Context: an optimization exercise on an open-source flow, tuned for small area. The choices shown serve that exercise and are no tape-out recipe. RTL that was checked went through simulation tests only; none was proved equivalent to the original. Power and IR drop assume default switching activity.

Design ltc_rx, start of the top module:
module ltc_rx (
    input  wire        clk,
    input  wire        rst,             
    input  wire        flush,           
    input  wire        in_valid,
    input  wire [7:0]  in_data,
    input  wire        in_last,         
    output reg         ev_valid,
    output wire [1:0]  ev_cmd,
    output wire [3:0]  ev_ch,
    output wire [1:0]  ev_pri,
    output wire [7:0]  ev_seq,
    output wire [8:0]  ev_len,
    output wire [31:0] ev_freq,
    output wire [7:0]  ev_tx_power,
    output wire [31:0] ev_tx_count,
    output wire [31:0] ev_rx_count,
    output wire [15:0] ev_crc_count,
    output wire [39:0] ev_ack_frame,
    output wire [15:0] st_frames_rx,
    output wire [15:0] st_crc_errors,
    output wire [15:0] st_framing_errors,
    output wire [15:0] st_acks_sent,
    output wire [15:0] st_rx_out_of_order,
    output wire [15:0] st_nacks_received
);
==> module ltc_rx, before the edit <==
module ltc_rx (
    input  wire        clk,
    input  wire        rst,             
    input  wire        flush,           
    input  wire        in_valid,
    input  wire [7:0]  in_data,
    input  wire        in_last,         
    output reg         ev_valid,
    output wire [1:0]  ev_cmd,
    output wire [3:0]  ev_ch,
    output wire [1:0]  ev_pri,
    output wire [7:0]  ev_seq,
    output wire [8:0]  ev_len,
    output wire [31:0] ev_freq,
    output wire [7:0]  ev_tx_power,
    output wire [31:0] ev_tx_count,
    output wire [31:0] ev_rx_count,
    output wire [15:0] ev_crc_count,
    output wire [39:0] ev_ack_frame,
    output wire [15:0] st_frames_rx,
    output wire [15:0] st_crc_errors,
    output wire [15:0] st_framing_errors,
    output wire [15:0] st_acks_sent,
    output wire [15:0] st_rx_out_of_order,
    output wire [15:0] st_nacks_received
);
    localparam [1:0] CMD_DATA   = 2'd0;
    localparam [1:0] CMD_ACK    = 2'd1;
    localparam [1:0] CMD_NACK   = 2'd2;
    localparam [1:0] ACK_PRIORITY = 2'd1;    
    reg        in_seg;           
    reg        fresh;            
    reg [9:0]  cnt;              
    reg [15:0] crc;              
    reg [7:0]  hdr_packed;       
    reg [7:0]  hdr_seq;          
    reg [7:0]  pl [0:14];        
    wire byte_in = in_valid && !flush;
    wire is_sync = (in_data == 8'h00);
    wire seg_end   = byte_in && is_sync && in_seg;
    wire seg_grow  = byte_in && !is_sync && in_seg;
    wire len_ok    = !fresh && !cnt[9];
    wire crc_ok    = (crc == 16'h0000);
    wire frame_ok  = seg_end && len_ok && crc_ok;
    wire frame_bad = seg_end && !(len_ok && crc_ok);
    wire long_seg  = !fresh && !cnt[9] && (cnt[8] || cnt[7:0] >= 8'd251);
    wire overflow  = seg_grow && in_last && long_seg;
    wire [1:0] f_cmd = hdr_packed[1:0];
    wire [15:0] crc_next;
    ltc_crc16_byte u_crc (.crc_in(crc), .data(in_data), .crc_out(crc_next));
    wire [15:0] crc_sync;
    ltc_crc16_byte u_crc0 (.crc_in(16'hFFFF), .data(8'h00), .crc_out(crc_sync));
    wire cap = byte_in && !is_sync;
    wire clr = byte_in && is_sync;
    wire [8:0] plen = cnt[8:0];
    wire inc_freq = (plen < 9'd4);
    wire inc_txp  = (plen < 9'd5);
    wire inc_txc  = (plen < 9'd9);
    wire inc_rxc  = (plen < 9'd13);
    wire inc_crcc = (plen < 9'd15);
    reg  [14:0] pl_inc;
    always @(*) begin
        pl_inc[3:0]   = {4{inc_freq}};
        pl_inc[4]     = inc_txp;
        pl_inc[8:5]   = {4{inc_txc}};
        pl_inc[12:9]  = {4{inc_rxc}};
        pl_inc[14:13] = {2{inc_crcc}};
    end
    integer k;
    always @(posedge clk) begin
        if (rst || flush)
            in_seg <= 1'b0;
        else if (byte_in) begin
            if (is_sync)
                in_seg <= 1'b1;
            else if (overflow)
                in_seg <= 1'b0;
        end
        if (byte_in) begin
            fresh <= is_sync;
            crc   <= is_sync ? crc_sync : crc_next;
        end
        if (cap)
            cnt <= fresh ? -10'sd3 : cnt + 10'd1;
        if (cap && fresh)
            hdr_packed <= in_data;
        if (cap && !fresh && cnt == -10'sd3)
            hdr_seq <= in_data;
        for (k = 0; k < 15; k = k + 1)
            if ((cap && !fresh && cnt == k[9:0] - 10'd2) || (clr && pl_inc[k]))
                pl[k] <= in_data;
    end
    always @(posedge clk) begin
        if (rst)
            ev_valid <= 1'b0;
        else
            ev_valid <= frame_ok;
    end
    assign ev_cmd = f_cmd;
    assign ev_ch  = hdr_packed[7:4];
    assign ev_pri = hdr_packed[3:2];
    assign ev_seq = hdr_seq;
    assign ev_len = cnt[8:0];
    assign ev_freq      = {pl[0], pl[1], pl[2], pl[3]};
    assign ev_tx_power  = pl[4];
    assign ev_tx_count  = {pl[5], pl[6], pl[7], pl[8]};
    assign ev_rx_count  = {pl[9], pl[10], pl[11], pl[12]};
    assign ev_crc_count = {pl[13], pl[14]};
    wire [7:0]  ack_packed = {hdr_packed[7:4], ACK_PRIORITY, CMD_ACK};
    wire [15:0] ack_c1, ack_c2;
    ltc_crc16_byte u_ack1 (.crc_in(crc_sync), .data(ack_packed), .crc_out(ack_c1));
    ltc_crc16_byte u_ack2 (.crc_in(ack_c1),   .data(hdr_seq),    .crc_out(ack_c2));
    assign ev_ack_frame = {8'h00, ack_packed, hdr_seq, ack_c2};
    reg bad_q, ovf_q;
    always @(posedge clk) begin
        bad_q <= frame_bad && !rst;
        ovf_q <= overflow && !rst;
    end
    wire [15:0] st_data_frames;
    ltc_sat_counter #(.W(16)) u_frames_rx (
        .clk(clk), .rst(rst), .inc(ev_valid), .count(st_frames_rx));
    ltc_sat_counter #(.W(16)) u_crc_errors (
        .clk(clk), .rst(rst), .inc(bad_q), .count(st_crc_errors));
    ltc_sat_counter #(.W(16)) u_framing_errors (
        .clk(clk), .rst(rst), .inc(ovf_q), .count(st_framing_errors));
    ltc_sat_counter #(.W(16)) u_data_frames (
        .clk(clk), .rst(rst), .inc(ev_valid && f_cmd == CMD_DATA), .count(st_data_frames));
    ltc_sat_counter #(.W(16)) u_nacks_received (
        .clk(clk), .rst(rst), .inc(ev_valid && f_cmd == CMD_NACK), .count(st_nacks_received));
    assign st_acks_sent       = st_data_frames;
    assign st_rx_out_of_order = st_data_frames;
endmodule
export LEC_CHECK = 0
export CAP_MARGIN = 0
export CORE_MARGIN = 2
export CORE_UTILIZATION = 65
export GPL_TIMING_DRIVEN = 0
export PLACE_DENSITY = 0.75
export SLEW_MARGIN = 0
create_clock -name core_clock -period 5.0 [get_ports {clk}]
standard.sh (not shown) runs the stock make flow with config.mk's settings and CLKGATE_MAP_FILE= SYNTH_SCRIPT=/design/flow/synth_recipe.tcl, a recipe that flattens the netlist after the stock synthesis.
==> flow/flow/run.sh <==
#!/bin/bash
# The standard layout (standard.sh) with these changes:
# - synthesis maps the combinational logic with an area-oriented ABC script,
#   and leaves adders to ABC instead of mapping them to adder cells first;
# - buffers left by synthesis are removed before the ports are buffered;
# - every output port is buffered by the smallest buffer, every input port
#   by a buf_2 (flow/pre_gpl.tcl);
# - a clock tree of small buffers without dummy loads.
# Each tool's log is in orfs/logs/; make's output is in standard.log.
set -euo pipefail
here=$PWD
export AREA_ABC_SCRIPT=$here/flow/area.abc
export ADDER_MAP_FILE=
export BUFFER_PORTS_ARGS="-outputs -buffer_cell sky130_fd_sc_hd__buf_1"
export CTS_ARGS="-sink_clustering_enable -repair_clock_nets -dont_use_dummy_load -buf_list sky130_fd_sc_hd__clkbuf_4 -sink_clustering_size 10 -sink_clustering_max_diameter 40"
export PRE_GLOBAL_PLACE_TCL=$here/flow/pre_gpl.tcl
sed "s#SYNTH_SCRIPT=[^ ]*#SYNTH_SCRIPT=$here/flow/my_synth.tcl#" standard.sh > my_standard.sh
grep -q "SYNTH_SCRIPT=$here/flow/my_synth.tcl" my_standard.sh
bash my_standard.sh > standard.log 2>&1
==> flow/flow/area.abc <==
strash
&get -n
&fraig -x
&put
scorr
dc2
strash
dch -f
dc2
&get -n
&dch -f
&nf -R 1000 -p -a -F 8 -A 4
&put
topo
stime -c
dnsize -c
==> flow/flow/my_synth.tcl <==
# The standard flow's synthesis script (synth_recipe.tcl), with ABC's combinational
# mapping run from an area-oriented script (flow/area.abc). Registers are
# mapped before ABC runs, so they are the same as the standard synthesis's.
proc synth {args} { yosys synth -nofsm -noshare {*}$args }
proc abc {args} {
  set i [lsearch -exact $args -script]
  if {$i >= 0} {
    set args [lreplace $args [expr {$i+1}] [expr {$i+1}] $::env(AREA_ABC_SCRIPT)]
  }
  yosys abc {*}$args
}
source $::env(SCRIPTS_DIR)/synth.tcl
# left out here: clear keep_hierarchy, flatten, clean up, hide names made inside functions, write 1_2_yosys.v
==> flow/flow/pre_gpl.tcl <==
remove_buffers
buffer_ports -inputs -buffer_cell sky130_fd_sc_hd__buf_2
Next try:
--- a/flow/design.v
+++ b/flow/design.v
@@ -148,18 +148,13 @@
     ltc_crc16_byte u_ack1 (.crc_in(crc_sync), .data(ack_packed), .crc_out(ack_c1));
     ltc_crc16_byte u_ack2 (.crc_in(ack_c1),   .data(hdr_seq),    .crc_out(ack_c2));
     assign ev_ack_frame = {8'h00, ack_packed, hdr_seq, ack_c2};
-    reg bad_q, ovf_q;
-    always @(posedge clk) begin
-        bad_q <= frame_bad && !rst;
-        ovf_q <= overflow && !rst;
-    end
     wire [15:0] st_data_frames;
     ltc_sat_counter #(.W(16)) u_frames_rx (
         .clk(clk), .rst(rst), .inc(ev_valid), .count(st_frames_rx));
     ltc_sat_counter #(.W(16)) u_crc_errors (
-        .clk(clk), .rst(rst), .inc(bad_q), .count(st_crc_errors));
+        .clk(clk), .rst(rst), .inc(frame_bad), .count(st_crc_errors));
     ltc_sat_counter #(.W(16)) u_framing_errors (
-        .clk(clk), .rst(rst), .inc(ovf_q), .count(st_framing_errors));
+        .clk(clk), .rst(rst), .inc(overflow), .count(st_framing_errors));
     ltc_sat_counter #(.W(16)) u_data_frames (
         .clk(clk), .rst(rst), .inc(ev_valid && f_cmd == CMD_DATA), .count(st_data_frames));
     ltc_sat_counter #(.W(16)) u_nacks_received (
The new run went through all stages and came out clean. Synthesized cell count rose by 0.43%. Sequential share of layout area fell by 0.45 points. Area after synthesis is about the same. Die area is about the same. Power rose by 0.58%. Critical path depth rose by 7. Worst hold slack is better by 0.026 ns. Fmax fell by 22%.
No functional check of the RTL was part of the second run of this note.

==> port drivers added, routing unchanged <==
No port has a modelled driver above. Below, the same layouts with a new extraction and two added sets of constraints. Step 1, drivers: a clkbuf_16 drives clk and a buf_2 each remaining input, both assumed. Step 2 times the ports against the registers' clock, not the clock port: input delays grow and output delays shrink by t, the midpoint of the rising clock arrivals with the driver on. Slacks: ideal / step 1 / step 2; pairs: ideal / step 1.
| run | t (ns) | setup slack, ns | slew at the worst register clock pin (ns) | worst slew at a driven data input, ns | pins driven straight from the clock port |
|---|---|---|---|---|---|
| the first run | 0.685 | 1.477 / 1.493 / 0.807 | 0.11 / 0.11 | 0.04 | 1 |
| the second run | 0.613 | 0.505 / 0.515 / -0.097 | 0.10 / 0.10 | 0.04 | 1 |
Met with ideal ports but missed after step 2: setup timing in the second run. The setup slack of the first run, which loses most, moves by +0.016 ns with the drivers and by -0.670 ns with both steps.
